Source: an optimization exercise on an open RTL-to-GDS flow (aim: small area, a short achievable clock period and few clock cycles). Production flows keep margins and buffers that such runs may drop.
Where RTL was checked, it was by simulation tests only, not by an equivalence proof against the original.
No functional check of the RTL was part of run 1.
No activity file was given, so power comes from the tool's default toggle rates.

==> design.v <==
module kbd_scan_react (
    input  wire        clk,
    input  wire        rst,
    input  wire        cmd_valid,
    input  wire [7:0]  cmd,
    output wire        cmd_ready,
    output reg  [7:0]  row_n,
    input  wire [7:0]  col_n,
    input  wire [31:0] rnd_data,
    output reg         rnd_take,
    output wire [17:0] ev,
    output reg         led_valid,
    output reg  [23:0] led_data,
    output reg         draw_valid,
    output wire [1:0]  draw_sprite,
    output wire [2:0]  fault
);
    localparam [1:0] M_RAINBOW = 2'd0, M_LIGHTNING = 2'd1, M_CHASE = 2'd2, M_CHASE2 = 2'd3;
    localparam [3:0] S_IDLE = 4'd0,
                     S_SCAN = 4'd1,    
                     S_POP  = 4'd2,    
                     S_DBW  = 4'd3,    
                     S_LFW  = 4'd4,    
                     S_LF   = 4'd5,    
                     S_LW0  = 4'd6,    
                     S_LT0  = 4'd7,    
                     S_LW1  = 4'd8,    
                     S_LT1  = 4'd9,    
                     S_LR   = 4'd10,   
                     S_LR2  = 4'd11,   
                     S_LT2  = 4'd12,   
                     S_KW0  = 4'd13,   
                     S_KT0  = 4'd14,   
                     S_KT1  = 4'd15;   
    reg [3:0]  st;
    reg        rdy;
    reg        rdy_ok;       
    reg        f_proto, f_ill;
    reg [2:0]  sc_row;
    reg        row_on;
    reg [2:0]  ic;           
    reg [2:0]   phi;
    reg [63:0]  rs;          
    reg [255:0] rc;          
    reg [63:0]  rsn;         
    reg         lap0;        
    reg [3:0]   pass;        
    reg [7:0]   rhot;        
    reg [7:0]   pmask;       
    reg [7:0]   bvalid;
    reg [7:0]   bkind;
    reg [2:0]   brow;
    reg [7:0]   evrow;
    reg [7:0]   ev_r;        
    reg [59:0] lk;           
    reg [11:0] lt;           
    reg [1:0]  fk;           
    reg        fws;          
    reg [7:0]  ft;
    reg        fpend;        
    reg [6:0]  lcnt;
    reg [3:0]  cidx;
    reg [7:0]  cph;          
    reg [1:0]  mode;
    reg [3:0]  rsel;         
    reg [3:0]  jsel;         
    reg        lb;           
    reg        ldim;
    reg [7:0]  p0r;          
    reg [9:0]  a_p3;         
    reg        a_r0, a_r2;   
    reg [8:0]  a_fd;         
    reg        a_fl;         
    reg        a_ty;         
    reg [3:0]  a_d;          
    reg [1:0]  a_m3;         
    reg [1:0]  sprite;
    reg [31:0] dd;           
    reg x_ltf, x_lk, x_lm, x_dt, x_dk, x_lfin, x_lw;
    reg x_prev, x_prev2;     
    reg [3:0]  mnib;         
    reg [3:0]  macc;         
    reg [3:0]  mcnt;
    reg        mvalid;
    assign cmd_ready   = rdy;
    assign draw_sprite = sprite;
    assign fault       = {f_proto, f_ill, 1'b0};
    assign ev          = {ev_r[7:6], 5'd0, ev_r[5:3], 5'd0, ev_r[2:0]};
    wire [7:0]  u_s   = lap0 ? 8'd0  : rs[7:0];
    wire [31:0] u_c   = lap0 ? 32'd0 : rc[31:0];
    wire [7:0]  u_sn  = lap0 ? 8'd0  : rsn[7:0];
    wire        in_pass = (pass != 4'd0);
    reg  [7:0]  u_s2, u_fire, u_pend;
    reg  [31:0] u_c2;
    reg  [3:0]  uc;
    reg         udif;
    integer k;
    always @* begin
        for (k = 0; k < 8; k = k + 1) begin
            uc   = u_c[4*k +: 4];
            udif = u_sn[k] ^ u_s[k];
            u_fire[k] = udif & (uc == 4'd14);
            u_pend[k] = &uc;
            u_s2[k]   = u_s[k] ^ u_fire[k];
            u_c2[4*k +: 4] = udif ? ((&uc) ? 4'd1 : uc + 4'd1) : 4'd0;
        end
    end
    wire        u_fany   = |u_fire;
    reg         u_hot;
    always @* begin
        u_hot = 1'b0;
        for (k = 0; k < 8; k = k + 1)
            u_hot = u_hot | ((u_sn[k] ^ u_s[k]) & (u_c[4*k +: 4] == 4'd13));
    end
    wire [7:0]  lowmask  = (8'd1 << phi) - 8'd1;
    wire        ld_now   = !in_pass && (bvalid == 8'd0) && evrow[phi] && ((evrow & lowmask) == 8'd0);
    wire        q_any    = (bvalid != 8'd0) || (evrow != 8'd0);
    wire [7:0]  bmask    = (8'd1 << brow) - 8'd1;
    wire        pop_wait = (bvalid != 8'd0) ? ((pmask & bmask) != 8'd0) : ((pmask != 8'd0) || (evrow != 8'd0));
    reg [2:0] b_col;
    integer n;
    always @* begin
        b_col = 3'd0;
        for (n = 7; n >= 0; n = n - 1)
            if (bvalid[n]) b_col = n;
    end
    wire b_kind  = bkind[b_col];
    wire b_press = (bvalid != 8'd0) && b_kind;
    wire [2:0] sn_wp = sc_row - phi - 3'd1;
    wire       sample = (st == S_SCAN) && row_on;
    reg [7:0] bv_nx, evrow_nx, bkind_nx;
    reg [2:0] brow_nx;
    always @* begin
        bv_nx = bvalid; evrow_nx = evrow; bkind_nx = bkind; brow_nx = brow;
        if (in_pass) begin
            if (u_fany) begin
                if ((bvalid == 8'd0 && evrow == 8'd0) || (bvalid != 8'd0 && phi < brow)) begin
                    if (bvalid != 8'd0) evrow_nx[brow] = 1'b1;
                    brow_nx = phi; bv_nx = u_fire; bkind_nx = u_sn;
                end else
                    evrow_nx[phi] = 1'b1;
            end
        end else if (ld_now) begin
            brow_nx = phi; bv_nx = u_pend; bkind_nx = u_s;
            evrow_nx[phi] = 1'b0;
        end
    end
    wire [7:0] bv_pop = bvalid & ~(8'd1 << b_col);
    wire [7:0] ev_pop = (bvalid == 8'd0) ? 8'd0 : {1'b1, b_kind, brow, b_col};
    wire [3:0] m15   = (macc == 4'd15) ? 4'd0 : macc;
    wire [2:0] m5    = (m15 >= 4'd10) ? m15 - 4'd10 : (m15 >= 4'd5) ? m15 - 4'd5 : m15;
    wire [1:0] m3    = (m15 >= 4'd12) ? m15 - 4'd12 : (m15 >= 4'd9) ? m15 - 4'd9 :
                       (m15 >= 4'd6) ? m15 - 4'd6 : (m15 >= 4'd3) ? m15 - 4'd3 : m15;
    wire       r_trig = (mnib[1:0] == 2'd0) && (m5 == 3'd0);
    wire [1:0] m43   = (mnib[1:0] == 2'd3) ? 2'd0 : mnib[1:0];
    wire [2:0] jt    = {1'b0, m3} + 3'd3 - {1'b0, m43};
    wire [1:0] jq    = (jt >= 3'd3) ? jt[1:0] - 2'd3 : jt[1:0];
    wire [3:0] r_j   = {jq, mnib[1:0]};
    wire [4:0] ms1   = {1'b0, macc} + {1'b0, mnib};
    wire [3:0] ms3   = ms1[3:0] + {3'd0, ms1[4]};
    wire is_L   = (mode == M_LIGHTNING);
    wire is_C   = (mode == M_CHASE);
    wire [6:0] k_last  = (mode == M_CHASE2) ? 7'd99 : 7'd9;
    wire       lt_fire = (lcnt == k_last);
    wire       scan_go = (ic >= 3'd3) && !in_pass;
    wire frame_x = x_ltf | x_lk | x_lm | x_lfin | x_lw;
    wire lf_ok   = !frame_x && !x_prev && !x_prev2;
    wire dd_hit = x_dk ? 1'b0 : x_dt ? (dd == 32'd398) : (dd == 32'd399);
    wire [1:0] spr_t = (sprite == 2'd1) ? 2'd2 : 2'd1;
    wire [3:0] t_lk  = mvalid ? S_KT0 : S_KW0;
    wire [3:0] t_db  = in_pass ? S_DBW : S_IDLE;
    wire [3:0] t_pop = pop_wait ? S_POP : (b_press && is_L) ? t_lk : S_IDLE;
    wire [3:0] t_lt  = (lt_fire && is_L) ? (mvalid ? S_LT0 : S_LW0) : S_IDLE;
    wire [3:0] t_lkc = is_L ? t_lk : S_IDLE;
    wire [3:0] t_lf  = lf_ok ? S_LF : S_LFW;
    wire       pop_press = !pop_wait && b_press;
    reg [3:0] st_nx;
    reg       rdy_nx, rdyok_nx, take_nx, lfin_nx, lw_nx, lb_ld, ldim_ld, jsel_ld;
    reg [3:0] rsel_nx;
    reg [2:0] scrow_nx;
    reg [7:0] rown_nx;
    reg       rowon_nx;
    always @* begin
        st_nx = st; rdy_nx = rdy; rdyok_nx = rdy_ok; take_nx = 1'b0;
        lfin_nx = 1'b0; lw_nx = 1'b0; lb_ld = 1'b0; ldim_ld = 1'b0; jsel_ld = 1'b0;
        rsel_nx = rsel; scrow_nx = sc_row; rown_nx = row_n; rowon_nx = row_on;
        case (st)
        S_SCAN: begin
            if (row_on) begin
                rown_nx = 8'hFF; rowon_nx = 1'b0; scrow_nx = sc_row + 3'd1;
                if (sc_row == 3'd7) begin
                    st_nx = S_IDLE; rdy_nx = 1'b1; rdyok_nx = 1'b1;
                end
            end else if (scan_go) begin
                rown_nx = ~(8'd1 << sc_row); rowon_nx = 1'b1;
            end
        end
        S_DBW: if (!in_pass) begin
            st_nx = S_IDLE; rdy_nx = 1'b1; rdyok_nx = !q_any;
        end
        S_POP: if (!pop_wait) begin
            st_nx = t_pop; rdy_nx = (t_pop == S_IDLE); rdyok_nx = (t_pop == S_IDLE);
            take_nx = b_press && is_L && mvalid;
        end
        S_LFW: if (lf_ok) begin
            st_nx = S_LF; rsel_nx = 4'd2;
        end
        S_LF: begin
            if (rsel == 4'd12) begin
                st_nx = S_IDLE; rdy_nx = 1'b1; rdyok_nx = 1'b1; rsel_nx = 4'd1;
            end else
                rsel_nx = rsel + 4'd1;
        end
        S_LW0: if (mvalid) begin
            st_nx = S_LT0; take_nx = 1'b1;
        end
        S_LT0: begin
            if (r_trig)
                st_nx = S_LW1;
            else begin
                st_nx = S_IDLE; rdy_nx = 1'b1; rdyok_nx = 1'b1; lfin_nx = 1'b1;
            end
        end
        S_LW1: if (mvalid) begin
            st_nx = S_LT1; take_nx = 1'b1; rsel_nx = r_j;
        end
        S_LT1: begin
            st_nx = S_LR; rsel_nx = 4'd1; jsel_ld = 1'b1;
        end
        S_LR: begin
            st_nx = S_LR2; ldim_ld = 1'b1;
        end
        S_LR2: begin
            if (ldim) begin
                st_nx = S_LT2; take_nx = 1'b1;
            end else begin
                st_nx = S_IDLE; rdy_nx = 1'b1; rdyok_nx = 1'b1; lfin_nx = 1'b1;
            end
        end
        S_LT2: begin
            lb_ld = 1'b1;
            st_nx = S_IDLE; rdy_nx = 1'b1; rdyok_nx = 1'b1; lfin_nx = 1'b1; lw_nx = 1'b1;
        end
        S_KW0: if (mvalid) begin
            st_nx = S_KT0; take_nx = 1'b1;
        end
        S_KT0: begin
            st_nx = S_KT1; take_nx = 1'b1; jsel_ld = 1'b1;
        end
        S_KT1: begin
            lb_ld = 1'b1;
            st_nx = S_IDLE; rdy_nx = 1'b1; rdyok_nx = 1'b1; lw_nx = 1'b1;
        end
        default: ;
        endcase
    end
    wire pop_s = (st == S_POP) && !pop_wait;
    wire [3:0] st_d;
    wire       rdy_d, rdyok_d, fill_d, fproto_d, xltf_d, xlk_d, xlm_d, xdt_d, xdk_d;
    wire       dv_d, take_d, rowon_d;
    wire [3:0] pass_d;
    wire [6:0] lcnt_d;
    wire [1:0] mode_d, spr_d;
    wire [7:0] ev_d, bv_d, rown_d;
    wire [2:0] scrow_d;
    wire [3:0] rsel_d;
    wire       ledv_d;
    kbd_scan_react_cmd u_cmd (
        .cmd(cmd), .cmd_valid(cmd_valid), .rdy_ok(rdy_ok),
        .st_nx(st_nx), .t_db(t_db), .t_pop(t_pop), .t_lt(t_lt), .t_lkc(t_lkc), .t_lf(t_lf),
        .rdy_nx(rdy_nx), .rdyok_nx(rdyok_nx),
        .r_db(t_db == S_IDLE), .r_pop(t_pop == S_IDLE), .r_lt(t_lt == S_IDLE), .r_lkc(t_lkc == S_IDLE),
        .ro_db(!in_pass && !q_any),
        .f_ill(f_ill), .fproto_nx(f_proto || (st == S_DBW && !in_pass && q_any)),
        .db_proto(!in_pass && q_any),
        .pass_nx(in_pass ? pass - 4'd1 : (st == S_DBW && !q_any) ? 4'd8 : 4'd0),
        .lcnt(lcnt), .lcnt_lt(lt_fire ? 7'd0 : lcnt + 7'd1),
        .mode(mode),
        .ltf_lt(lt_fire && !is_L), .lk_lk(is_C), .lk_pop(pop_press && is_C),
        .xlk_nx(pop_s && b_press && is_C), .dk_pop(pop_press), .xdk_nx(pop_s && b_press),
        .spr_t(spr_t), .spr_nx((pop_s && b_press) ? spr_t : sprite), .dd_hit(dd_hit),
        .dv_nx(pop_s && b_press),
        .take_nx(take_nx), .take_lt(lt_fire && is_L && mvalid), .take_lk(is_L && mvalid),
        .take_pop(pop_press && is_L && mvalid),
        .pop_ok(!pop_wait), .ev_pop(ev_pop), .ev_nx(pop_s ? ev_pop : ev_r),
        .bv_pop(bv_pop), .bv_nx(pop_s ? bv_pop : bv_nx),
        .scrow_nx(scrow_nx), .rown_nx(rown_nx), .rowon_nx(rowon_nx), .scan_go(scan_go),
        .lf_ok(lf_ok), .rsel_nx(rsel_nx), .ledv_nx((st == S_LF) || (st == S_LFW && lf_ok)),
        .step_nx(a_step), .s_a(s_a), .z_a(z_a),
        .st_d(st_d), .rdy_d(rdy_d), .rdyok_d(rdyok_d), .fill_d(fill_d), .fproto_d(fproto_d),
        .pass_d(pass_d), .lcnt_d(lcnt_d), .mode_d(mode_d), .xltf_d(xltf_d), .xlk_d(xlk_d),
        .xlm_d(xlm_d), .xdt_d(xdt_d), .xdk_d(xdk_d), .spr_d(spr_d), .dv_d(dv_d), .take_d(take_d),
        .ev_d(ev_d), .bv_d(bv_d), .scrow_d(scrow_d), .rown_d(rown_d), .rowon_d(rowon_d),
        .rsel_d(rsel_d), .ledv_d(ledv_d), .n_a(n_a));
    wire a_step = (st == S_LF && rsel != 4'd12) || (st == S_LFW && lf_ok) || (st == S_LT1);
    wire       f_rb  = (fk == 2'd0);
    wire       f_c2  = (fk == 2'd3);
    wire [3:0] d0    = (f_c2 && cidx >= 4'd6) ? cidx - 4'd6 : cidx;
    wire [7:0] a0_p  = f_rb ? ft : cph - {4'd0, d0};
    wire [9:0] a0_p3 = {2'd0, p0r} + {1'd0, p0r, 1'b0};
    wire [10:0] a_dp3 = f_rb ? (fws ? ((a_m3 == 2'd2) ? 11'd66 : 11'd63) : 11'd0)
                             : (a_d == 4'd0) ? (f_c2 ? -11'd15 : -11'd33) : 11'd3;
    wire [10:0] a_s3  = {1'b0, a_p3} + a_dp3;
    wire [9:0]  a_p3n = {a_s3[10] ? 2'b10 : (a_s3[9:8] == 2'b11) ? 2'b00 : a_s3[9:8], a_s3[7:0]};
    wire [3:0]  a_dn  = (a_d == 4'd0) ? (f_c2 ? 4'd5 : 4'd11) : a_d - 4'd1;
    wire [1:0]  a_m3n = (a_m3 == 2'd2) ? 2'd0 : a_m3 + 2'd1;
    wire [4:0]  s_k   = f_rb ? 5'd0 : lk[5*rsel +: 5];
    wire [4:0]  z_k   = f_rb ? 5'd0 : lk[4:0];
    wire [27:0] s_a   = {a_p3n, a_p3n < 10'd255, a_p3n >= 10'd510,
                         {1'b0, s_k, 3'd0} + {3'd0, s_k, 1'b0}, lt[rsel], a_dn, a_m3n};
    wire [27:0] z_a   = {a0_p3, a0_p3 < 10'd255, a0_p3 >= 10'd510,
                         {1'b0, z_k, 3'd0} + {3'd0, z_k, 1'b0}, lt[0], d0, 2'd0};
    wire [27:0] n_a;
    wire       b_r0  = a_r0;
    wire       b_r2  = a_r2;
    wire [7:0] b_3q  = a_p3[7:0] + {6'd0, b_r2, !b_r0 && !b_r2};
    wire [7:0] lo_v  = a_fl ? (a_ty ? 8'd128 : 8'd255) : b_3q;
    wire [7:0] hi_v  = a_fl ? 8'd255 : ~b_3q;
    wire [9:0] lo_d  = {2'd0, lo_v} - {1'b0, a_fd};
    wire [9:0] hi_d  = {2'd0, hi_v} - {1'b0, a_fd};
    wire [7:0] lo_f  = lo_d[9] ? 8'd0 : lo_d[7:0];
    wire [7:0] hi_f  = hi_d[9] ? 8'd0 : hi_d[7:0];
    wire [7:0] c_r   = (a_fl | b_r2) ? lo_f : b_r0 ? hi_f : 8'd0;
    wire [7:0] c_g   = a_fl ? lo_f : b_r0 ? 8'd0 : b_r2 ? hi_f : lo_f;
    wire [7:0] c_b   = (a_fl | !(b_r0 | b_r2)) ? hi_f : b_r0 ? lo_f : 8'd0;
    wire       c_dim = c_r < 8'd100;
    wire [3:0] cidx_next = (cidx == 4'd11) ? 4'd0 : cidx + 4'd1;
    wire [3:0] cidx_twin = (cidx_next >= 4'd6) ? cidx_next - 4'd6 : cidx_next + 4'd6;
    wire chase_upd = x_ltf & mode[1];
    wire l_clear   = x_lm & (mode != M_RAINBOW);
    wire l_fade    = chase_upd | x_lfin;
    reg [59:0] lk_n;
    reg [11:0] lt_n;
    reg        wr;
    integer i;
    always @* begin
        for (i = 0; i < 12; i = i + 1) begin
            wr = ((chase_upd | x_lk) & ((i == cidx_next) || (mode == M_CHASE2 && i == cidx_twin))) |
                 (x_lw & (i == jsel));
            lt_n[i] = (x_lw & (i == jsel)) ? lb : lt[i];
            if (l_clear)
                lk_n[5*i +: 5] = 5'd31;
            else if (wr)
                lk_n[5*i +: 5] = l_fade ? 5'd1 : 5'd0;
            else if (l_fade && lk[5*i +: 5] != 5'd31)
                lk_n[5*i +: 5] = lk[5*i +: 5] + 5'd1;
            else
                lk_n[5*i +: 5] = lk[5*i +: 5];
        end
    end
    always @(posedge clk) begin
        led_data <= {c_g, c_r, c_b};
        p0r  <= a0_p;
        {a_p3, a_r0, a_r2, a_fd, a_ty, a_d, a_m3} <= n_a;
        a_fl <= (fk == 2'd1);
        lt   <= lt_n;
        bkind <= bkind_nx;
        brow  <= brow_nx;
        if (jsel_ld) jsel <= r_j;
        if (lb_ld)   lb   <= rnd_data[0];
        if (ldim_ld) ldim <= c_dim;
        rs  <= {in_pass ? u_s2 : u_s, rs[63:8]};
        rc  <= {in_pass ? u_c2 : u_c, rc[255:32]};
        rsn <= {u_sn, rsn[63:8]};
        if (sample)
            rsn[8*sn_wp +: 8] <= ~col_n;
        if (rst) begin
            st <= S_IDLE; rdy <= 1'b1; rdy_ok <= 1'b1;
            f_proto <= 1'b0; f_ill <= 1'b0;
            sc_row <= 3'd0; row_on <= 1'b0; ic <= 3'd0; row_n <= 8'hFF;
            phi <= 3'd0; lap0 <= 1'b1; pass <= 4'd0; rhot <= 8'd0; pmask <= 8'd0;
            bvalid <= 8'd0; evrow <= 8'd0; ev_r <= 8'd0;
            lk <= {12{5'd31}}; fk <= 2'd1; fws <= 1'b0; ft <= 8'd255; fpend <= 1'b0;
            lcnt <= 7'd0; cidx <= 4'd0; cph <= 8'd255; mode <= M_RAINBOW;
            rsel <= 4'd1;
            sprite <= 2'd0; dd <= 32'd0;
            x_ltf <= 1'b0; x_lk <= 1'b0; x_lm <= 1'b0;
            x_dt <= 1'b0; x_dk <= 1'b0; x_lfin <= 1'b0; x_lw <= 1'b0; x_prev <= 1'b0; x_prev2 <= 1'b0;
            rnd_take <= 1'b0; led_valid <= 1'b0; draw_valid <= 1'b0;
            mcnt <= 4'd0; macc <= 4'd0; mvalid <= 1'b0;
        end else begin
            if (rnd_take) begin
                mcnt <= 4'd0; macc <= 4'd0; mvalid <= 1'b0;
            end else if (!mvalid) begin
                if (!mcnt[3]) begin
                    case (mcnt[2:0])
                    3'd0: mnib <= rnd_data[31:28];
                    3'd1: mnib <= rnd_data[27:24];
                    3'd2: mnib <= rnd_data[23:20];
                    3'd3: mnib <= rnd_data[19:16];
                    3'd4: mnib <= rnd_data[15:12];
                    3'd5: mnib <= rnd_data[11:8];
                    3'd6: mnib <= rnd_data[7:4];
                    default: mnib <= rnd_data[3:0];
                    endcase
                end
                if (mcnt != 4'd0)
                    macc <= ms3;
                if (mcnt[3])
                    mvalid <= 1'b1;
                else
                    mcnt <= mcnt + 4'd1;
            end
            ic <= row_on ? 3'd0 : (ic[2] ? 3'd4 : ic + 3'd1);
            phi   <= phi + 3'd1;
            if (phi == 3'd7) lap0 <= 1'b0;
            evrow <= evrow_nx;
            if (in_pass) begin
                rhot[phi]  <= u_hot;
                pmask[phi] <= 1'b0;
            end
            if (pass_d == 4'd8)
                pmask <= rhot;
            lk <= lk_n;
            if (x_lm) begin
                if (mode == M_RAINBOW)
                    fpend <= 1'b1;
                else begin
                    fk <= mode; cidx <= 4'd0; cph <= 8'd255;
                end
            end else if (chase_upd | x_lk) begin
                cidx <= cidx_next;
                cph  <= cph + 8'd1;
            end
            if (x_ltf && mode == M_RAINBOW) begin
                fk <= 2'd0;
                if (fpend) begin
                    fws <= 1'b1; ft <= 8'd0; fpend <= 1'b0;
                end else
                    ft <= ft + 8'd1;
            end
            if (x_dk)
                dd <= 32'd0;
            else if (x_dt)
                dd <= dd + 32'd1;
            x_prev  <= frame_x;
            x_prev2 <= x_prev;
            st      <= st_d;
            rdy     <= rdy_d;
            rdy_ok  <= rdyok_d;
            f_ill   <= fill_d;
            f_proto <= fproto_d;
            pass    <= pass_d;
            lcnt    <= lcnt_d;
            mode    <= mode_d;
            x_ltf   <= xltf_d;
            x_lk    <= xlk_d;
            x_lm    <= xlm_d;
            x_dt    <= xdt_d;
            x_dk    <= xdk_d;
            x_lfin  <= lfin_nx;
            x_lw    <= lw_nx;
            sprite  <= spr_d;
            draw_valid <= dv_d;
            rnd_take   <= take_d;
            ev_r    <= ev_d;
            bvalid  <= bv_d;
            sc_row  <= scrow_d;
            row_n   <= rown_d;
            row_on  <= rowon_d;
            rsel    <= rsel_d;
            led_valid <= ledv_d;
        end
    end
endmodule
module kbd_scan_react_cmd (
    input  wire [7:0] cmd,
    input  wire       cmd_valid,
    input  wire       rdy_ok,
    input  wire [3:0] st_nx, t_db, t_pop, t_lt, t_lkc, t_lf,
    input  wire       rdy_nx, rdyok_nx, r_db, r_pop, r_lt, r_lkc, ro_db,
    input  wire       f_ill, fproto_nx, db_proto,
    input  wire [3:0] pass_nx,
    input  wire [6:0] lcnt, lcnt_lt,
    input  wire [1:0] mode,
    input  wire       ltf_lt, lk_lk, lk_pop, xlk_nx, dk_pop, xdk_nx,
    input  wire [1:0] spr_t, spr_nx,
    input  wire       dd_hit, dv_nx,
    input  wire       take_nx, take_lt, take_lk, take_pop,
    input  wire       pop_ok,
    input  wire [7:0] ev_pop, ev_nx, bv_pop, bv_nx,
    input  wire [2:0] scrow_nx,
    input  wire [7:0] rown_nx,
    input  wire       rowon_nx, scan_go,
    input  wire       lf_ok,
    input  wire [3:0] rsel_nx,
    input  wire       ledv_nx, step_nx,
    input  wire [27:0] s_a, z_a,
    output wire [3:0] st_d,
    output wire       rdy_d, rdyok_d, fill_d, fproto_d,
    output wire [3:0] pass_d,
    output wire [6:0] lcnt_d,
    output wire [1:0] mode_d,
    output wire       xltf_d, xlk_d, xlm_d, xdt_d, xdk_d,
    output wire [1:0] spr_d,
    output wire       dv_d, take_d,
    output wire [7:0] ev_d, bv_d,
    output wire [2:0] scrow_d,
    output wire [7:0] rown_d,
    output wire       rowon_d,
    output wire [3:0] rsel_d,
    output wire       ledv_d,
    output wire [27:0] n_a
);
    wire ok     = cmd_valid & rdy_ok;
    wire a_scan = ok & (cmd == 8'h10);
    wire a_db   = ok & (cmd == 8'h20);
    wire a_pop  = ok & (cmd == 8'h21);
    wire a_lt   = ok & (cmd == 8'h30);
    wire a_lk   = ok & (cmd == 8'h31);
    wire a_lf   = ok & (cmd == 8'h32);
    wire a_lm   = ok & (cmd[7:2] == 6'b001101);
    wire a_dt   = ok & (cmd == 8'h40);
    wire a_dk   = ok & (cmd == 8'h41);
    wire a_ill  = ok & ~((cmd == 8'h10) | (cmd == 8'h20) | (cmd == 8'h21) | (cmd == 8'h30) |
                         (cmd == 8'h31) | (cmd == 8'h32) | (cmd[7:2] == 6'b001101) |
                         (cmd == 8'h40) | (cmd == 8'h41));
    assign st_d     = a_scan ? 4'd1 : a_db ? t_db : a_pop ? t_pop : a_lt ? t_lt :
                      a_lk ? t_lkc : a_lf ? t_lf : st_nx;
    assign rdy_d    = (a_scan | a_lf) ? 1'b0 : a_db ? r_db : a_pop ? r_pop : a_lt ? r_lt :
                      a_lk ? r_lkc : rdy_nx;
    assign rdyok_d  = (a_scan | a_lf | a_ill) ? 1'b0 : a_db ? ro_db : a_pop ? r_pop :
                      a_lt ? r_lt : a_lk ? r_lkc : rdyok_nx;
    assign fill_d   = f_ill | a_ill;
    assign fproto_d = fproto_nx | (a_db & db_proto);
    assign pass_d   = (a_db & ro_db) ? 4'd8 : pass_nx;
    assign lcnt_d   = a_lt ? lcnt_lt : a_lm ? 7'd0 : lcnt;
    assign mode_d   = a_lm ? cmd[1:0] : mode;
    assign xltf_d   = a_lt & ltf_lt;
    assign xlk_d    = (a_lk & lk_lk) | (a_pop & lk_pop) | xlk_nx;
    assign xlm_d    = a_lm;
    assign xdt_d    = a_dt;
    assign xdk_d    = a_dk | (a_pop & dk_pop) | xdk_nx;
    assign spr_d    = (a_dk | (a_pop & dk_pop)) ? spr_t : (a_dt & dd_hit) ? 2'd0 : spr_nx;
    assign dv_d     = a_dk | (a_dt & dd_hit) | (a_pop & dk_pop) | dv_nx;
    assign take_d   = (a_lt & take_lt) | (a_lk & take_lk) | (a_pop & take_pop) | take_nx;
    assign ev_d     = (a_pop & pop_ok) ? ev_pop : ev_nx;
    assign bv_d     = (a_pop & pop_ok) ? bv_pop : bv_nx;
    assign scrow_d  = a_scan ? 3'd0 : scrow_nx;
    assign rown_d   = a_scan ? (scan_go ? 8'hFE : 8'hFF) : rown_nx;
    assign rowon_d  = a_scan ? scan_go : rowon_nx;
    wire   lf_go    = a_lf & lf_ok;
    assign rsel_d   = lf_go ? 4'd2 : rsel_nx;
    assign ledv_d   = lf_go | ledv_nx;
    assign n_a      = (lf_go | step_nx) ? s_a : z_a;
endmodule
==> flow/run.sh <==
#!/bin/bash
# Standard ORFS layout (standard synthesis, unchanged). Timing repair aims at a
# larger setup slack than the default so that the achieved period is short.
set -euo pipefail
bash standard.sh SETUP_SLACK_MARGIN=10 CTS_CLUSTER_SIZE=24 CTS_CLUSTER_DIAMETER=70 finish > standard.log 2>&1
==> standard.sh <==
#!/bin/bash
# synth_recipe.tcl (not shown) runs the flow's synth.tcl, then flattens the netlist and writes it again
# the make line also repeats each setting of config.mk as NAME=value (left out here)
make -C /OpenROAD-flow-scripts/flow DESIGN_CONFIG=/design/flow/config.mk WORK_HOME=/design/flow/orfs CLKGATE_MAP_FILE= SYNTH_SCRIPT=/design/flow/synth_recipe.tcl "${@:-finish}"
==> config.mk <==
export PLATFORM = sky130hd
export DESIGN_NAME = kbd_scan_react
export DESIGN_NICKNAME = kbd_scan_react
export VERILOG_FILES = /design/flow/design.v
export SDC_FILE = /design/flow/constraint.sdc
export NUM_CORES = 8
export LEC_CHECK = 0
export CAP_MARGIN = 20
export CORE_MARGIN = 2
export CORE_UTILIZATION = 40
export PLACE_DENSITY = 0.6
export SLEW_MARGIN = 20
export SYNTH_HIERARCHICAL = 1
==> constraint.sdc <==
create_clock -name core_clock -period 14.0 [get_ports {clk}]
set_input_delay 2.8000 -clock core_clock [delete_from_list [all_inputs] [get_ports {clk}]]
set_output_delay 2.8000 -clock core_clock [all_outputs]
set_load 0.01 [all_outputs]
==> impl_metrics.tcl, run 1 <==
set metrics [dict create \
    drv_cap 0 \
    syn-cell-area_um2 30610 \
    die_y_um 280.6 \
    rows 101 \
    end_kind "flop" \
    syn2layout_area_growth_pct 12.37 \
    synthSimpleGateAreaFrac 0.1847 \
    grt_overflow_total 0 \
    ys.flop_type "dfxtp_1" \
    wirelength_um 69080 \
    port_buffers 98 \
    core_um2 75820 \
    ys.warnings.count 7 \
    place_area_um2 32430 \
    syn_avg_cell_area_um2 9.508 \
    vias 22450 \
    htreeDepth 2 \
    initial_utilization 0.4036 \
    synth_xor_xnor_area_share 0.03749 \
    ant_nets 0 \
    slew_headroom 0.2499 \
    ys_ff_latch 701 \
    cts_tree "built" \
    viasPerCell 5.228 \
    synth_fa_ha_area_frac 0.07261 \
    final_area_um2 34390 \
    drive_gt1_frac 0.1092 \
    leakagePower_nw 13.19 \
    holdWs_ns 0.3124 \
    cts.sinks 701 \
    syn_inst 3219 \
    critPathMaxStageDelay_ns 0.61 \
    critPathTopFamily "simple AND/OR/NAND/NOR gates" \
    synthDistinctLibCells 92 \
    min_from "rc[210]" \
    finalWorstSetupSlack_ns 9.794 \
    grt_max_degree 76 \
    worstPathArrival_ns 4.70 \
    worst_pin_slew_ns 1.113 \
    holdPathStages 0 \
    ios 110 \
    status "complete, no violations" \
    route.detailed.drc 0 \
    cp_common_cell "or4b_4" \
    die_area_um2 78740 \
    cts-root-buf "clkbuf_16" \
    finalNetCount 3516 \
    synth_edf_count 33 \
    crit_slowest_cell "or4b_4" \
    fin_crit_sh 0.3004 \
    synth_top_family_by_area "simple AND/OR/NAND/NOR gates" \
    place_congestion 0.8491 \
    clk_path_buf_depth 3 \
    antenna_found_initial 1 \
    wire_per_inst_um 16.09 \
    power_density_nw_per_um2 106.8 \
    setup_tns_ns 0 \
    setup_violations 0 \
    holdPathEnd "rc[178]" \
    rsz0062_at_grt "true" \
    hold_viol 0 \
    hp-class "flop to flop" \
    fillers 7227 \
    grt_pass1_vias 21180 \
    cp-start-kind "primary input" \
    crit_path_cell_trace "buf_8 -> or4b_4 -> nor3_4 -> nand2_2 -> and2_4 -> or4b_4 -> o211ai_1 -> a21oi_1" \
    post-place-ws_ns 7.922 \
    drtPass1Iterations 7 \
    slew_viol_final 0 \
    fin_crit_ns 4.206 \
    cts_buffers 40 \
    drt_iter0_drc 1480 \
    grt_usage 0.1729 \
    reg2reg_slack_ns 10.14 \
    r2r-end "sprite[1]" \
    skew_ns 0.05764 \
    crit_path_max_fanout 7 \
    path_class "primary input to flop" \
    crit_buf_inv 1 \
    synth_compound_area_frac 0.1390 \
    die_x_um 280.6 \
    crit_start "cmd[7]" \
    worstPathRequired_ns 14.50 \
    synth_seq_area_share 0.4693 \
    async_flop_share 0 \
    r2r_cells 18 \
    dp_hpwl_um 48020 \
    synthMuxAreaShare 0.06030 \
    clock_latency_ns 0.63 \
    reg2reg_from "brow[1]" \
    clkTransAtPathRegs_ns 0.09 \
    grt_pass1_wl_um 111800 \
    layout_common_cells "637 x dfxtp_1, 310 x nand2_1, 282 x nor2_1" \
    final_common_cell "dfxtp_1" \
    fmax_mhz 237.8 \
    vdd_drop_max_uv 107.1 \
]
final cells by class:
cell class              count  area [µm²]  share of cell area
diodes                      1       2.502          0.00007276
clock buffers              50        1101             0.03202
clock inverters            13       193.9            0.005639
inverters                 134       510.5             0.01484
multi-input cells        2271       15650              0.4549
flip-flops and latches    701       14420              0.4193
well taps                 978        1224             0.03558
repair buffers            146        1295             0.03765
cells in the mapped netlist (8+ instances only):
| cell | instances | area (µm²) |
|---|---|---|
| nor2_1 | 284 | 1066 |
| o21bai_1 | 14 | 105.1 |
| nor3_1 | 64 | 320.3 |
| a222oi_1 | 8 | 80.08 |
| dfxtp_1 | 668 | 13370 |
| or3_1 | 23 | 143.9 |
| a21o_1 | 29 | 217.7 |
| nor4_1 | 24 | 150.1 |
| o21a_1 | 14 | 105.1 |
| nand2_1 | 315 | 1182 |
| a211oi_1 | 14 | 105.1 |
| nand4_1 | 33 | 206.5 |
| mux2i_1 | 55 | 550.5 |
| fa_1 | 11 | 220.2 |
| ha_1 | 160 | 2002 |
| or2_2 | 28 | 175.2 |
| mux2_4 | 30 | 450.4 |
| edfxtp_1 | 33 | 991.0 |
| nand2b_1 | 67 | 419.2 |
| o31ai_1 | 25 | 187.7 |
| buf_4 | 14 | 105.1 |
| a31oi_1 | 18 | 112.6 |
| o21ai_0 | 199 | 996.0 |
| mux2_2 | 30 | 337.8 |
| a221o_1 | 16 | 160.2 |
| o211ai_1 | 9 | 67.56 |
| nand3_1 | 80 | 400.4 |
| a22o_1 | 30 | 262.8 |
| and3_1 | 34 | 212.7 |
| a21oi_1 | 138 | 690.7 |
| o22ai_1 | 38 | 237.7 |
| xnor2_1 | 56 | 490.5 |
| xor2_1 | 75 | 656.9 |
| a221oi_1 | 13 | 113.9 |
| mux4_2 | 20 | 450.4 |
| nand3b_1 | 13 | 97.59 |
| nor2b_1 | 92 | 575.6 |
| and2_1 | 29 | 181.4 |
| inv_1 | 129 | 484.2 |
| a22oi_1 | 23 | 172.7 |
| nor3b_1 | 9 | 67.56 |
| clkbuf_1 | 104 | 390.4 |
cells by family (layout without fill, tap and decap cells):
| group | Yosys count | in the layout |
|---|---|---|
| compound gates | 663 | 663 |
| xor+xnor | 131 | 131 |
| fa+ha+maj | 171 | 171 |
| buf+inv | 270 | 343 |
| flops | 701 | 701 |
| mux | 140 | 140 |
| other cells | 2 | 23 |
| simple gates | 1141 | 1144 |
per-module statistics from Yosys (local to each module, per instance):
| module | cells | times used | cell area, µm² |
|---|---|---|---|
| kbd_scan_react_cmd | 201 | 1 | 1659 |
| kbd_scan_react | 3018 | 1 | 28950 |
timing repair:
action,CTS,global route
resized for setup,238,54
hold endpoints to repair,0,0
pin swaps,25,16
gates cloned,3,2
hold buffers,0,0
setup endpoints to repair,225,136
setup buffers,22,14
metal layers:
| layer | vias up | track usage | part of all wire |
|---|---|---|---|
| li1 | 11400 | - | - |
| met1 | 10580 | 0.2348 | 0.48 |
| met2 | 369 | 0.2866 | 0.46 |
| met3 | 98 | 0.02182 | 0.037 |
| met4 | 0 | 0.05169 | 0.025 |
| met5 | - | 0 | 0 |
power breakdown:
part / switching [mW] / total [mW] / internal [mW]
clock network: 0.689 / 1.29 / 0.596
logic: 0.188 / 0.327 / 0.140
registers: 0.0305 / 2.06 / 2.03
total: 0.907 / 3.67 / 2.77
how the worst max path moves through the flow:
stage | endpoint | slack, ns | depth (start not counted)
after floorplan | pmask[2] | 9.16 | 9
after global placement | pmask[0] | 7.96 | 8
after detailed placement | pmask[0] | 7.92 | 8
after CTS | pmask[4] | 9.83 | 8
after global routing | pmask[4] | 9.72 | 8
final | pmask[6] | 9.79 | 8
state kept, by name, summed over array words and instances, names as in the netlist, 7 cells and up:
signal	count
a_fd	9
a_p3	10
bkind	8
bvalid	8
cph	8
dd	32
ev_r	8
evrow	8
ft	8
lcnt	7
led_data	24
lk	60
lt	12
p0r	8
pmask	8
rc	256
rhot	8
row_n	8
rs	64
rsn	64
stage by stage:
step / total power [mW] / util / cells
after floorplan: 2.333 / - / 3239
after global placement: 2.410 / 0.4277 / 4189
after detailed placement: 2.413 / 0.4277 / 4189
after CTS: 3.704 / 0.4491 / 4277
after global routing: 3.843 / 0.4535 / 4293
final: 3.673 / 0.4536 / 4294
==> inputs of run 2 (changes only) <==
--- a/design.v
+++ b/design.v
@@ -264,4 +264,5 @@
     wire [7:0] ev_d, bv_d, rown_d;
     wire [2:0] scrow_d;
+    wire [7:0] pmask_d;
     wire [3:0] rsel_d;
     wire       ledv_d;
@@ -286,4 +287,7 @@
         .bv_pop(bv_pop), .bv_nx(pop_s ? bv_pop : bv_nx),
         .scrow_nx(scrow_nx), .rown_nx(rown_nx), .rowon_nx(rowon_nx), .scan_go(scan_go),
+        .rhot(rhot),
+        .pmask_nx((st == S_DBW && !in_pass && !q_any) ? rhot :
+                  in_pass ? (pmask & ~(8'd1 << phi)) : pmask),
         .lf_ok(lf_ok), .rsel_nx(rsel_nx), .ledv_nx((st == S_LF) || (st == S_LFW && lf_ok)),
         .step_nx(a_step), .s_a(s_a), .z_a(z_a),
@@ -292,5 +296,5 @@
         .xlm_d(xlm_d), .xdt_d(xdt_d), .xdk_d(xdk_d), .spr_d(spr_d), .dv_d(dv_d), .take_d(take_d),
         .ev_d(ev_d), .bv_d(bv_d), .scrow_d(scrow_d), .rown_d(rown_d), .rowon_d(rowon_d),
-        .rsel_d(rsel_d), .ledv_d(ledv_d), .n_a(n_a));
+        .rsel_d(rsel_d), .pmask_d(pmask_d), .ledv_d(ledv_d), .n_a(n_a));
     wire a_step = (st == S_LF && rsel != 4'd12) || (st == S_LFW && lf_ok) || (st == S_LT1);
     wire       f_rb  = (fk == 2'd0);
@@ -406,10 +410,7 @@
             if (phi == 3'd7) lap0 <= 1'b0;
             evrow <= evrow_nx;
-            if (in_pass) begin
-                rhot[phi]  <= u_hot;
-                pmask[phi] <= 1'b0;
-            end
-            if (pass_d == 4'd8)
-                pmask <= rhot;
+            if (in_pass)
+                rhot[phi] <= u_hot;
+            pmask <= pmask_d;
             lk <= lk_n;
             if (x_lm) begin
@@ -483,4 +484,5 @@
     input  wire [7:0] rown_nx,
     input  wire       rowon_nx, scan_go,
+    input  wire [7:0] rhot, pmask_nx,
     input  wire       lf_ok,
     input  wire [3:0] rsel_nx,
@@ -500,4 +502,5 @@
     output wire       rowon_d,
     output wire [3:0] rsel_d,
+    output wire [7:0] pmask_d,
     output wire       ledv_d,
     output wire [27:0] n_a
@@ -525,4 +528,5 @@
     assign fproto_d = fproto_nx | (a_db & db_proto);
     assign pass_d   = (a_db & ro_db) ? 4'd8 : pass_nx;
+    assign pmask_d  = (a_db & ro_db) ? rhot : pmask_nx;
     assign lcnt_d   = a_lt ? lcnt_lt : a_lm ? 7'd0 : lcnt;
     assign mode_d   = a_lm ? cmd[1:0] : mode;
==> run 2 against run 1 <==
Sequential cell count is the same. Critical endpoint is now pmask[2]. Still clean. Global-route usage up 0.60 points. Worst setup slack gained 0.24 ns.
==> impl_metrics.tcl, run 2 <==
set metrics [dict create \
    status "complete, no violations" \
    num_antenna_cells 0 \
    rsz0062_at_grt "false" \
    die_area_um2 80030 \
    syn-cell-area_um2 31110 \
    met3_usage 0.02610 \
    wire_per_inst_um 16.56 \
    r2r_cells 14 \
    wirelength_um 72310 \
    hp-class "flop to flop" \
    initial_utilization 0.4030 \
    ys_top_cells_by_area "dfxtp_1 43%, ha_1 6.4%, o21ai_0 3.3%, edfxtp_1 3.2%, nand2_1 3.1%" \
    final_common_cell "dfxtp_1" \
    layout_common_cells "639 x dfxtp_1, 259 x nand2_1, 245 x nor2_1" \
    ios 110 \
    drive_gt1_frac 0.1064 \
    vdd_drop_max_uv 115.4 \
    place_area_um2 32960 \
    grt_max_degree 81 \
    antenna_found_initial 2 \
    grt_pass1_vias 21450 \
    grt_usage 0.1789 \
    syn2layout_area_growth_pct 11.86 \
    clkTransAtPathRegs_ns 0.08 \
    setup_tns_ns 0 \
    cts.hold.buffers_added 0 \
    synthDistinctLibCells 103 \
    dp_hpwl_um 50780 \
    end_kind "flop" \
    skew_ns 0.02692 \
    holdPathStages 0 \
    regMostFlops "rc" \
    crit_path_max_fanout 9 \
    largest_register_ffs 256 \
    power.total_mw 3.700 \
    synth_edf_count 33 \
    die_x_um 282.9 \
    finalNetCount 3522 \
    fin_crit_sh 0.2835 \
    use_met1 0.2396 \
    cp-start-kind "primary input" \
    cts-root-buf "clkbuf_16" \
    final_core_util 0.4508 \
    netlist_top_cells_count "668 x dfxtp_1, 261 x nand2_1, 248 x nor2_1" \
    dp_cells 4264 \
    hold_viol 0 \
    ys.flop_type "dfxtp_1" \
    worstPathRequired_ns 14.48 \
    ant_nets 0 \
    largestRegisters "rc x256, rs x64, rsn x64" \
    route.detailed.drc 0 \
    vias 22810 \
    power_density_nw_per_um2 106.3 \
    drt_iter0_drc 1569 \
    leakagePower_nw 13.56 \
    slew_headroom 0.3342 \
    grt_pass1_wl_um 115700 \
    port_buffers 98 \
    yosysTopAreaCell "dfxtp_1" \
    async_flop_share 0 \
    cts.sinks 701 \
    final_area_um2 34800 \
    slew_viol_final 0 \
    rows 102 \
    synth.most_common_cell "dfxtp_1" \
    worstPathArrival_ns 4.45 \
    layout.cells.non_filler 4366 \
    syn_inst 3240 \
    busiest_layer "met2" \
    clock_latency_ns 0.61 \
    drv_cap 0 \
    worst_pin_slew_ns 0.9987 \
    path_class "primary input to flop" \
    holdWs_ns 0.3180 \
    cts_tree "built" \
    core_um2 77210 \
    clk_path_buf_depth 3 \
    syn_avg_cell_area_um2 9.603 \
    fin_crit_ns 3.969 \
    die_y_um 282.9 \
    grt.met2_usage 0.2964 \
    ys_ff_latch 701 \
    htreeDepth 2 \
    place_congestion 0.8541 \
    fmax_mhz 251.9 \
    ys.warnings.count 7 \
    finalWorstSetupSlack_ns 10.03 \
    synth_seq_area_share 0.4617 \
    viasPerCell 5.225 \
    cts_buffers 44 \
    grt_overflow_total 0 \
    drtPass1Iterations 5 \
    synth_top_cell_area_share 0.4298 \
    post-place-ws_ns 8.478 \
    setup_violations 0 \
]
run 2: cell count changes in the layout (fill, tap and decap cells not counted), moves of 14 or more:
cell,delta
a21oi_1,+17
dlygate4sd2_1,-22
nand2_1,-51
nor2b_1,+20
o22ai_1,-25
nor2_1,-37
nand2b_1,-14
inv_1,+21
a22o_1,+22
mux2i_1,+18
run 2: timing repair:
| action | 4_1_cts | 5_1_grt |
|---|---|---|
| gates cloned | 3 | 0 |
| pin swaps | 11 | 6 |
| endpoints found under the setup margin | 179 | 54 |
| resized for setup | 244 | 48 |
| setup buffers | 22 | 5 |
run 2: per-module statistics from Yosys, one instance, submodules excluded:
module	times used	area, µm²	flip-flops and latches
kbd_scan_react	1	29380	701
kbd_scan_react_cmd	1	1729	0
run 2: kinds of logic after synthesis:
| logic type | Yosys count | share of synthesized area |
|---|---|---|
| buffers and inverters | 299 | 0.03981 |
| AND/OR/NAND/NOR | 1081 | 0.1796 |
| XOR/XNOR | 131 | 0.03688 |
| adder cells (fa/ha/maj) | 171 | 0.07142 |
| multiplexers | 159 | 0.06390 |
| flip-flops | 701 | 0.4617 |
| AO/OA/AOI/OAI | 696 | 0.1465 |
| other | 2 | 0.0002414 |
run 2: final cells by class:
type / count / area, µm²
fill: 7475 / 42410
multi-input combinational: 2262 / 15800
sequential: 701 / 14430
tap: 1040 / 1301
timing repair buffer: 140 / 1244
clock buffer: 49 / 1130
inverter: 151 / 570.5
clock inverter: 23 / 329.1
run 2: metal layers:
layer  vias to the layer above  part of all wire  wire, µm
met5                         -           0.00035        25
met2                       402              0.46     33560
met1                     10780              0.47     33700
met3                       113             0.041      2996
met4                         4             0.028      2028
li1                      11510                 -         -
run 2: where the power goes:
group	internal, mW	switching [mW]	total (mW)	leakage [nW]
logic	0.111	0.149	0.259	7.17
clock network	0.666	0.727	1.39	0.704
registers	2.02	0.0261	2.05	5.69
run 2: critical path: stages:
cell and delay, ns:
buf_4 0.16, or4_4 0.61, nor3_4 0.27, nand2_2 0.17, mux2_4 0.32, nor2b_1 0.12
run 2: final timing paths:
| path | from | end | slack, ns |
|---|---|---|---|
| worst min-delay path | rc[98] | rc[66] | 0.32 |
| worst min register to register | rc[98] | rc[66] | 0.32 |
| worst max-delay path | cmd[2] | pmask[2] | 10.03 |
| worst max register to register | phi[2] | bvalid[1] | 10.14 |
Testbench counts of run 2, summed over its fixed seeds: cycles 1,040,346.
==> inputs of run 3 (changes only) <==
==> flow/run.sh (replaced) <==
#!/bin/bash
# Standard ORFS layout (standard synthesis, unchanged). Timing repair aims at a
# larger setup slack than the default so that the achieved period is short;
# ports get plain buffers.
set -euo pipefail
bash standard.sh SETUP_SLACK_MARGIN=10 CTS_CLUSTER_SIZE=24 CTS_CLUSTER_DIAMETER=70 "BUFFER_PORTS_ARGS=-buffer_cell sky130_fd_sc_hd__buf_4" finish > standard.log 2>&1
==> run 3 against run 2 <==
Die area is the same. Power grew 1.2%. Via count is 0.32% lower. Combinational power is 2% lower. Count of clock-buffer cells in the layout unchanged. First-iteration DRC count is 5.0% lower. Synthesized cell count unchanged. Hold slack got worse by 0.0014 ns. Area after synthesis unchanged. Utilization decreased by 0.16 points. Global-route usage hardly changed. Worst setup slack lost 0.0054 ns. Largest power group unchanged.
==> impl_metrics.tcl, run 3 <==
set metrics [dict create \
    die_x_um 282.9 \
    cts-root-buf "clkbuf_16" \
    synth_top_cell_area_share 0.4298 \
    cts_tree "built" \
    drtPass1Iterations 5 \
    dp_cells 4264 \
    regMostFlops "rc" \
    clk_path_buf_depth 3 \
    setup_violations 0 \
    final_common_cell "dfxtp_1" \
    slew_headroom 0.3363 \
    grt_max_degree 81 \
    end_kind "flop" \
    crit_path_max_fanout 7 \
    grt_overflow_total 0 \
    power_density_nw_per_um2 107.9 \
    critPathMaxStageDelay_ns 0.64 \
    largestRegisters "rc x256, rs x64, rsn x64" \
    post-place-ws_ns 9.010 \
    initial_utilization 0.4030 \
    ant_nets 0 \
    async_flop_share 0 \
    finalNetCount 3515 \
    rows 102 \
    crit_slowest_cell "or4_4" \
    grt_pass1_vias 21510 \
    yosysTopAreaCell "dfxtp_1" \
    synth.most_common_cell "dfxtp_1" \
    slew_viol_final 0 \
    crit_buf_inv 1 \
    port_buffers 98 \
    vdd_drop_max_uv 112.8 \
    holdWs_ns 0.3166 \
    ios 110 \
    wirelength_um 72310 \
    netlist_top_cells_count "668 x dfxtp_1, 261 x nand2_1, 248 x nor2_1" \
    clock_latency_ns 0.62 \
    dp_hpwl_um 51130 \
    hold_viol 0 \
    wire_per_inst_um 16.58 \
    ys_ff_latch 701 \
    layout_common_cells "647 x dfxtp_1, 260 x nand2_1, 245 x nor2_1" \
    viasPerCell 5.213 \
    drv_cap 0 \
    cts.sinks 701 \
    finalWorstSetupSlack_ns 10.03 \
    status "complete, no violations" \
    worstPathRequired_ns 14.46 \
    critPathTopFamily "simple AND/OR/NAND/NOR gates" \
    clkTransAtPathRegs_ns 0.09 \
    cts_buffers 46 \
    grt_usage 0.1784 \
    setup_tns_ns 0 \
    skew_ns 0.03852 \
    cp-start-kind "primary input" \
    die_area_um2 80030 \
    die_y_um 282.9 \
    worstPathArrival_ns 4.43 \
    synthDistinctLibCells 103 \
    synth_seq_area_share 0.4617 \
    ys.warnings.count 7 \
    synth_edf_count 33 \
    crit_path_cell_trace "buf_6 -> or4_4 -> nor3_4 -> nand2_4 -> mux2_4 -> nor2b_1" \
    syn2layout_area_growth_pct 11.47 \
    layout.cells.non_filler 4362 \
    htreeDepth 2 \
    syn-cell-area_um2 31110 \
    drt_iter0_drc 1491 \
    ys.flop_type "dfxtp_1" \
    drive_gt1_frac 0.1192 \
    largest_register_ffs 256 \
    place_congestion 0.8493 \
    rsz0062_at_grt "true" \
    antenna_found_initial 2 \
    syn_inst 3240 \
    path_class "primary input to flop" \
    fmax_mhz 251.6 \
    fin_crit_ns 3.975 \
    worst_pin_slew_ns 0.9910 \
    route.detailed.drc 0 \
    leakagePower_nw 13.60 \
    cts.hold.buffers_added 0 \
    ys_top_cells_by_area "dfxtp_1 43%, ha_1 6.4%, o21ai_0 3.3%, edfxtp_1 3.2%, nand2_1 3.1%" \
    grt_pass1_wl_um 115300 \
    core_um2 77210 \
    fin_crit_sh 0.2839 \
    hp-class "flop to flop" \
    syn_avg_cell_area_um2 9.603 \
    vias 22740 \
]
run 3: changes by cell type in the layout (fill, tap and decap cells not counted), moves of 5 or more:
cell,previous run,this run
buf_2,23,0
buf_4,39,121
clkbuf_2,8,0
clkdlybuf4s15_1,16,0
clkdlybuf4s50_1,40,0
clkinv_8,5,10
dfxtp_1,639,647
dfxtp_4,13,6
run 3: cells by family (layout without fill, tap and decap cells):
| family | count (synthesis) | in the layout | share of synthesized area |
|---|---|---|---|
| AND/OR/NAND/NOR | 1081 | 1084 | 0.1796 |
| flip-flops | 701 | 701 | 0.4617 |
| AO/OA/AOI/OAI | 696 | 696 | 0.1465 |
| buffers and inverters | 299 | 357 | 0.03981 |
| adder cells (fa/ha/maj) | 171 | 171 | 0.07142 |
| multiplexers | 159 | 159 | 0.06390 |
| XOR/XNOR | 131 | 131 | 0.03688 |
| other | 2 | 23 | 0.0002414 |
run 3: stage by stage:
stage	util	instance area (µm²)	power, mW
floorplan	-	31270	2.279
global placement	0.4238	32720	2.339
detailed placement	0.4238	32720	2.342
CTS	0.4463	34460	3.792
global route	0.4491	34680	3.907
finish	0.4492	34680	3.743
run 3: modules after synthesis (local to each module, per instance):
module / copies in the design / flops+latches / cells inside
kbd_scan_react: 1 / 701 / 3028
kbd_scan_react_cmd: 1 / 0 / 212
run 3: cell type report:
| type | instances | area (µm²) |
|---|---|---|
| clock buffers | 49 | 1162 |
| inverters | 151 | 566.8 |
| flip-flops and latches | 701 | 14410 |
| multi-input cells | 2263 | 15820 |
| diodes | 1 | 2.502 |
| fillers | 7466 | 42530 |
| well taps | 1040 | 1301 |
| clock inverters | 27 | 392.9 |
| repair buffers | 130 | 1036 |
run 3: power by group:
group          switching [mW]  internal (mW)  total [mW]  leakage [nW]
clock network           0.770          0.668        1.44         0.752
registers              0.0259           2.02        2.05          5.68
logic                   0.148          0.107       0.255          7.16
run 3: what timing repair did:
action	CTS	global route
endpoints found under the setup margin	102	54
pin swaps	4	7
setup buffers	6	12
gates cloned	2	1
gates resized for setup	38	25
run 3: final timing paths:
check | startpoint | endpoint | slack, ns | cells after the start
worst min-delay path | rc[104] | rc[72] | 0.32 | 0
worst max-delay path | cmd[3] | pmask[4] | 10.03 | 6
worst max register to register | phi[0] | bvalid[1] | 10.17 | 14
worst min register to register | rc[104] | rc[72] | 0.32 | 0
run 3: per-layer routing:
| layer | wire [µm] | vias to the layer above | global-route usage |
|---|---|---|---|
| li1 | - | 11510 | - |
| met1 | 33390 | 10700 | 0.2363 |
| met2 | 33420 | 411 | 0.2976 |
| met3 | 3298 | 116 | 0.02791 |
| met4 | 2180 | 4 | 0.05712 |
| met5 | 23 | - | 0 |
==> inputs of run 4 (changes only) <==
==> flow/run.sh (replaced) <==
#!/bin/bash
# Standard ORFS layout (standard synthesis, unchanged). Timing repair aims at a
# larger setup slack than the default so that the achieved period is short;
# ports get plain buffers.
set -euo pipefail
bash standard.sh SETUP_SLACK_MARGIN=10 CTS_CLUSTER_SIZE=24 CTS_CLUSTER_DIAMETER=70 "BUFFER_PORTS_ARGS=-buffer_cell sky130_fd_sc_hd__buf_2" finish > standard.log 2>&1
==> run 4 against run 3 <==
Still clean on timing, DRC and antenna. Sequential power hardly changed. Final cell count is 0.16% lower. Sequential share of layout area is 0.42 points higher. Routed wire length is 1.1% lower. Utilization is 0.43 points lower. Fmax is 0.71% lower. Clock power is 4% lower. Critical path depth is 2 higher. Cell area is 0.96% lower. Critical path type unchanged. Critical endpoint is now ev_r[0]. Highest routed layer unchanged.
==> impl_metrics.tcl, run 4 <==
set metrics [dict create \
    syn_avg_cell_area_um2 9.603 \
    power_frac_clock 0.376 \
    final_core_util 0.4449 \
    grt_max_degree 73 \
    crit_path_cell_trace "buf_12 -> nand2_8 -> or4_4 -> nor2_4 -> nand3_4 -> buf_12 -> mux2_4 -> nor2b_1" \
    cts.sinks 701 \
    port_buffers 98 \
    cp-start-kind "primary input" \
    drtPass1Iterations 5 \
    die_x_um 282.9 \
    crit_slowest_cell "or4_4" \
    holdWs_ns 0.3150 \
    synth.most_common_cell "dfxtp_1" \
    place_congestion 0.8686 \
    path_class "primary input to flop" \
    fin_crit_sh 0.2859 \
    end_kind "flop" \
    power_density_nw_per_um2 107.3 \
    initial_utilization 0.4030 \
    route.detailed.drc 0 \
    cp_common_cell "buf_12" \
    ys.flop_type "dfxtp_1" \
    ys_ff_latch 701 \
    synth_top_cell_area_share 0.4298 \
    drt_iter0_drc 1562 \
    synth_seq_area_share 0.4617 \
    fmax_mhz 249.8 \
    fin_crit_ns 4.003 \
    drive_gt1_frac 0.1180 \
    clk_path_buf_depth 3 \
    rsz0062_at_grt "true" \
    ys.warnings.count 7 \
    synthDistinctLibCells 103 \
    drv_cap 0 \
    grt_pass1_vias 21510 \
    fillers 7411 \
    syn-cell-area_um2 31110 \
    syn_inst 3240 \
    crit_buf_inv 2 \
    largest_register_ffs 256 \
    slew_viol_final 0 \
    grt_overflow_total 0 \
    grt_pass1_wl_um 115700 \
    regMostFlops "rc" \
    dp_hpwl_um 50270 \
    core_um2 77210 \
    wire_per_inst_um 16.42 \
    setup_violations 0 \
    power_frac_seq 0.556 \
    grt_usage 0.1781 \
    hp-class "flop to flop" \
    hold_viol 0 \
    vdd_drop_max_uv 97.43 \
    switching_share 0.2478 \
    status "complete, no violations" \
    leakagePower_nw 13.50 \
    antenna_found_initial 3 \
    cts.hold.buffers_added 0 \
    ff_latch_area_um2 14410 \
    ys_top_cells_by_area "dfxtp_1 43%, ha_1 6.4%, o21ai_0 3.3%, edfxtp_1 3.2%, nand2_1 3.1%" \
    comb_power_share 0.068 \
    yosysTopAreaCell "dfxtp_1" \
    worstPathRequired_ns 14.46 \
    crit_path_max_fanout 8 \
    worstPathArrival_ns 4.47 \
    layout_common_cells "647 x dfxtp_1, 260 x nand2_1, 245 x nor2_1" \
    reg2reg_slack_ns 10.10 \
    multi_input_area_um2 15800 \
    worst_pin_slew_ns 0.9588 \
    setup_tns_ns 0 \
    ios 110 \
    largestRegisters "rc x256, rs x64, rsn x64" \
    cts_buffers 44 \
    p_int_mw 2.772 \
    skew_ns 0.02628 \
    critPathMaxStageDelay_ns 0.59 \
    finalNetCount 3509 \
    viasPerCell 5.196 \
    htreeDepth 2 \
    wirelength_um 71490 \
    power.total_mw 3.685 \
    syn2layout_area_growth_pct 10.40 \
    rows 102 \
    die_area_um2 80030 \
    cts-root-buf "clkbuf_16" \
    ant_nets 0 \
    slew_headroom 0.3578 \
    die_y_um 282.9 \
    synth_edf_count 33 \
    async_flop_share 0 \
    vias 22630 \
    critPathTopFamily "simple AND/OR/NAND/NOR gates" \
    clock_latency_ns 0.61 \
    power.switching_mw 0.9131 \
    cts_tree "built" \
    clkTransAtPathRegs_ns 0.08 \
    final_common_cell "dfxtp_1" \
    netlist_top_cells_count "668 x dfxtp_1, 261 x nand2_1, 248 x nor2_1" \
]
[run 4: cell types whose count changed in the layout (fill, tap and decap cells not counted), sizes merged]
cell / change
or4b: -1
buf: -2
clkbuf: +1
bufinv: -1
clkinvlp: +2
inv: -1
nand2: -1
clkinv: -4
[run 4: cell families (layout without fill, tap and decap cells)]
logic type | after synthesis | after routing | share of synthesized area
AO/OA/AOI/OAI | 696 | 696 | 0.1465
XOR/XNOR | 131 | 131 | 0.03688
flip-flops | 701 | 701 | 0.4617
buffers and inverters | 299 | 352 | 0.03981
other | 2 | 23 | 0.0002414
multiplexers | 159 | 159 | 0.06390
AND/OR/NAND/NOR | 1081 | 1082 | 0.1796
adder cells (fa/ha/maj) | 171 | 171 | 0.07142
[run 4: what timing repair did]
item | CTS | global route
buffers inserted | 8 | 7
cloned | 2 | 0
setup endpoints to repair | 109 | 42
gates resized for setup | 48 | 31
pin swaps | 7 | 7
[run 4: worst reg2reg max path, stage by stage, from the launching register on]
cell        delay (ns)
dfxtp_2           0.49
clkinvlp_4        0.15
ha_1              0.24
ha_1              0.22
inv_1             0.17
ha_2              0.28
or4b_1            0.47
a32o_1            0.29
a211oi_2          0.27
nand2_1           0.13
nor2_4            0.23
nor3_1            0.12
a221o_1           0.36
mux2_4            0.25
nor2b_1           0.13
[run 4: layout make-up]
type	instances	share of cell area
clock buffers	50	0.03457
flip-flops and latches	701	0.4195
multi-input cells	2261	0.4601
inverters	151	0.01661
well taps	1040	0.03788
clock inverters	23	0.007941
repair buffers	128	0.02331
diodes	1	0.00007285
[run 4: path summary, 6_finish.rpt]
check             depth (start not counted)       from         to
hold / removal                            0     rc[78]     rc[46]
setup / recovery                          8  cmd_valid    ev_r[0]
hold reg to reg                           0     rc[78]     rc[46]
setup reg to reg                         14     phi[0]  bvalid[1]
[run 4: layer usage]
layer	routed length (µm)	share of wire	GRT usage	vias up
li1	-	-	-	11490
met5	40	0.00056	0	-
met2	33010	0.46	0.2943	375
met1	33390	0.47	0.2411	10640
met3	3171	0.044	0.02750	114
met4	1882	0.026	0.05006	6
[run 4: stage by stage]
| step | setup slack [ns] | cells | cell area (µm²) |
|---|---|---|---|
| 2_1_floorplan | 9.560 | 3260 | 31270 |
| 3_3_place_gp | 8.915 | 4264 | 32480 |
| 3_5_place_dp | 8.917 | 4264 | 32480 |
| 4_1_cts | 10.00 | 4347 | 34190 |
| 5_1_grt | 9.953 | 4354 | 34350 |
| 6_report | 9.997 | 4355 | 34350 |
[run 4: Yosys stat by module, one instance, submodules excluded]
| module | cells inside | flops+latches | cell area (µm²) | times used |
|---|---|---|---|---|
| kbd_scan_react | 3028 | 701 | 29380 | 1 |
| kbd_scan_react_cmd | 212 | 0 | 1729 | 1 |
[run 4: power groups by stage]
stage	clock, mW	sequential (mW)	combinational (mW)
6_report	1.38	2.05	0.251
5_1_grt	1.51	2.05	0.288
4_1_cts	1.43	2.05	0.247
3_5_place_dp	0	2.10	0.241
3_3_place_gp	0	2.10	0.239
2_1_floorplan	0	2.08	0.198
==> inputs of run 5 (changes only) <==
==> flow/run.sh (replaced) <==
#!/bin/bash
# Standard ORFS layout with the standard synthesis, unchanged.  Timing repair
# aims at a larger setup slack than the default so that the achieved period is
# short; the clock tree uses larger leaf clusters; ports get plain buffers.
set -euo pipefail
bash standard.sh SETUP_SLACK_MARGIN=10 CTS_CLUSTER_SIZE=24 CTS_CLUSTER_DIAMETER=70 \
    "BUFFER_PORTS_ARGS=-buffer_cell sky130_fd_sc_hd__buf_2" finish > standard.log 2>&1
--- a/config.mk
+++ b/config.mk
@@ -8,6 +8,6 @@
 export CAP_MARGIN = 20
 export CORE_MARGIN = 2
-export CORE_UTILIZATION = 40
-export PLACE_DENSITY = 0.6
+export CORE_UTILIZATION = 50
+export PLACE_DENSITY = 0.7
 export SLEW_MARGIN = 20
 export SYNTH_HIERARCHICAL = 1
==> run 5 against run 4 <==
Global-route usage is 3.4 points higher. Clock power is essentially flat. Non-clock buffer count grew 2. Largest cell class unchanged.
==> impl_metrics.tcl, run 5 <==
set metrics [dict create \
    synth.most_common_cell "dfxtp_1" \
    ys.warnings.count 7 \
    netlist_top_cells_count "668 x dfxtp_1, 261 x nand2_1, 248 x nor2_1" \
    critPathMaxStageDelay_ns 0.58 \
    clkTransAtPathRegs_ns 0.09 \
    synthDistinctLibCells 103 \
    syn_avg_cell_area_um2 9.603 \
    worstPathRequired_ns 14.50 \
    crit_path_max_fanout 8 \
    r2r_cells 14 \
    holdPathEnd "rc[140]" \
    finalNetCount 3511 \
    syn-cell-area_um2 31110 \
    holdPathStages 0 \
    async_flop_share 0 \
    clk_path_buf_depth 3 \
    setup_tns_ns 0 \
    largestRegisters "rc x256, rs x64, rsn x64" \
    comb_power_share 0.069 \
    grt_usage 0.2119 \
    wirelength_um 69420 \
    power_frac_clock 0.372 \
    grt_max_degree 81 \
    synth_edf_count 33 \
    slew_headroom 0.2660 \
    reg2reg_slack_ns 10.13 \
    htreeDepth 2 \
    post-place-ws_ns 9.005 \
    cts_tree "built" \
    drtPass1Iterations 6 \
    die_area_um2 64240 \
    grt_pass1_wl_um 110700 \
    power.switching_mw 0.8921 \
    min_from "rc[172]" \
    place_area_um2 32220 \
    crit_path_cell_trace "buf_8 -> nand2_8 -> or4_4 -> buf_6 -> nor2_4 -> nand3_4 -> clkbuf_16 -> mux2_4 -> nor2b_1" \
    antenna_found_initial 3 \
    power.total_mw 3.668 \
    layout_common_cells "653 x dfxtp_1, 260 x nand2_1, 245 x nor2_1" \
    path_class "primary input to flop" \
    drt_iter0_drc 1788 \
    initial_utilization 0.5051 \
    yosysTopAreaCell "dfxtp_1" \
    rows 91 \
    switching_share 0.2432 \
    die_y_um 253.5 \
    vias 22910 \
    cts.sinks 701 \
    skew_ns 0.02693 \
    viasPerCell 5.517 \
    synth_top_cell_area_share 0.4298 \
    regMostFlops "rc" \
    hold_viol 0 \
    finalWorstSetupSlack_ns 9.954 \
    hp-class "flop to flop" \
    ys.flop_type "dfxtp_1" \
    drive_gt1_frac 0.1149 \
    dp_hpwl_um 48330 \
    end_kind "flop" \
    port_buffers 98 \
    reg2reg_from "phi[0]" \
    syn_inst 3240 \
    fmax_mhz 247.2 \
    cts_buffers 43 \
    final_common_cell "dfxtp_1" \
    leakagePower_nw 13.49 \
    wire_per_inst_um 16.72 \
    setup_violations 0 \
    cp-start-kind "primary input" \
    grt_overflow_total 0 \
    final_area_um2 34040 \
    power_density_nw_per_um2 107.8 \
    ios 110 \
    fin_crit_sh 0.2890 \
    worstPathArrival_ns 4.54 \
    power_frac_seq 0.559 \
    ys_ff_latch 701 \
    place_congestion 0.8840 \
    r2r-end "bvalid[1]" \
    crit_slowest_cell "or4_4" \
    ys_top_cells_by_area "dfxtp_1 43%, ha_1 6.4%, o21ai_0 3.3%, edfxtp_1 3.2%, nand2_1 3.1%" \
    worst_pin_slew_ns 1.099 \
    slew_viol_final 0 \
    cts-root-buf "clkbuf_16" \
    grt_pass1_vias 21370 \
    status "complete, no violations" \
    rsz0062_at_grt "true" \
    core_um2 61600 \
    fin_crit_ns 4.046 \
    ant_nets 0 \
    holdWs_ns 0.3186 \
    vdd_drop_max_uv 121.3 \
    clock_latency_ns 0.61 \
    p_int_mw 2.776 \
    synth_seq_area_share 0.4617 \
    die_x_um 253.5 \
    route.detailed.drc 0 \
    syn2layout_area_growth_pct 9.402 \
    drv_cap 0 \
    largest_register_ffs 256 \
]
run 5: final cells by class:
cell class | count | area (µm²)
Antenna cell | 1 | 2.502
Clock buffer | 50 | 1132
Clock inverter | 21 | 290.3
Fill cell | 5494 | 27560
Inverter | 151 | 570.5
Multi-Input combinational cell | 2262 | 15790
Sequential cell | 701 | 14390
Tap cell | 837 | 1047
Timing Repair Buffer | 130 | 815.8
run 5: worst max path at each step:
stage | start | to | depth (start not counted)
finish | cmd_valid | bvalid[4] | 9
global route | cmd_valid | bvalid[4] | 9
CTS | ev_r[6] | ev[16] | 1
detailed placement | cmd[0] | row_on | 7
global placement | cmd[0] | row_on | 7
floorplan | cmd[3] | bvalid[1] | 7
run 5: Yosys stat by module, one instance, submodules excluded:
| module | cell area [µm²] | flip-flops and latches | cells | times used |
|---|---|---|---|---|
| kbd_scan_react | 29380 | 701 | 3028 | 1 |
| kbd_scan_react_cmd | 1729 | 0 | 212 | 1 |
run 5: power groups by stage:
stage	sequential (mW)	clock [mW]	combinational [mW]
floorplan	2.08	0	0.198
global placement	2.09	0	0.234
detailed placement	2.10	0	0.238
CTS	2.05	1.40	0.245
global route	2.05	1.48	0.291
finish	2.05	1.37	0.252
run 5: repair_timing:
item                                    CTS  global route
hold buffers                              0             0
buffers inserted                          9             8
gates cloned                              2             1
pin swaps                                 7             6
resized for setup                        38            28
endpoints found under the setup margin   91            37
run 5: kinds of logic (layout without fill, tap and decap cells):
family | count (synthesis) | in the layout | share of synthesized area
AND/OR/NAND/NOR | 1081 | 1083 | 0.1796
flip-flops | 701 | 701 | 0.4617
AO/OA/AOI/OAI | 696 | 696 | 0.1465
buffers and inverters | 299 | 352 | 0.03981
adder cells (fa/ha/maj) | 171 | 171 | 0.07142
multiplexers | 159 | 159 | 0.06390
XOR/XNOR | 131 | 131 | 0.03688
other | 2 | 23 | 0.0002414
run 5: critical path: cells and delay by family:
kind | cells | cell delay (ns)
simple gates | 5 | 1.01
buf+inv | 3 | 0.45
mux | 1 | 0.29
run 5: metal layers:
| metal | track usage | vias to the layer above | routed length, µm |
|---|---|---|---|
| met4 | 0.07557 | 4 | 2253 |
| li1 | - | 11490 | - |
| met3 | 0.03370 | 132 | 3453 |
| met2 | 0.3537 | 506 | 32640 |
| met1 | 0.2775 | 10780 | 31050 |
| met5 | 0 | - | 26 |
run 5: through the flow:
stage	cells	utilization
5_1_grt	4153	0.5526
2_1_floorplan	3260	-
3_5_place_dp	4061	0.5230
6_report	4153	0.5526
3_3_place_gp	4061	0.5230
4_1_cts	4143	0.5496

Setup slack of run 5, layout unchanged: 9.954 ns with ideal ports, 9.881 ns with driving cells assumed (clock clkbuf_16, inputs buf_2), 9.222 ns with port delays also shifted by the 0.659 ns mid clock arrival.
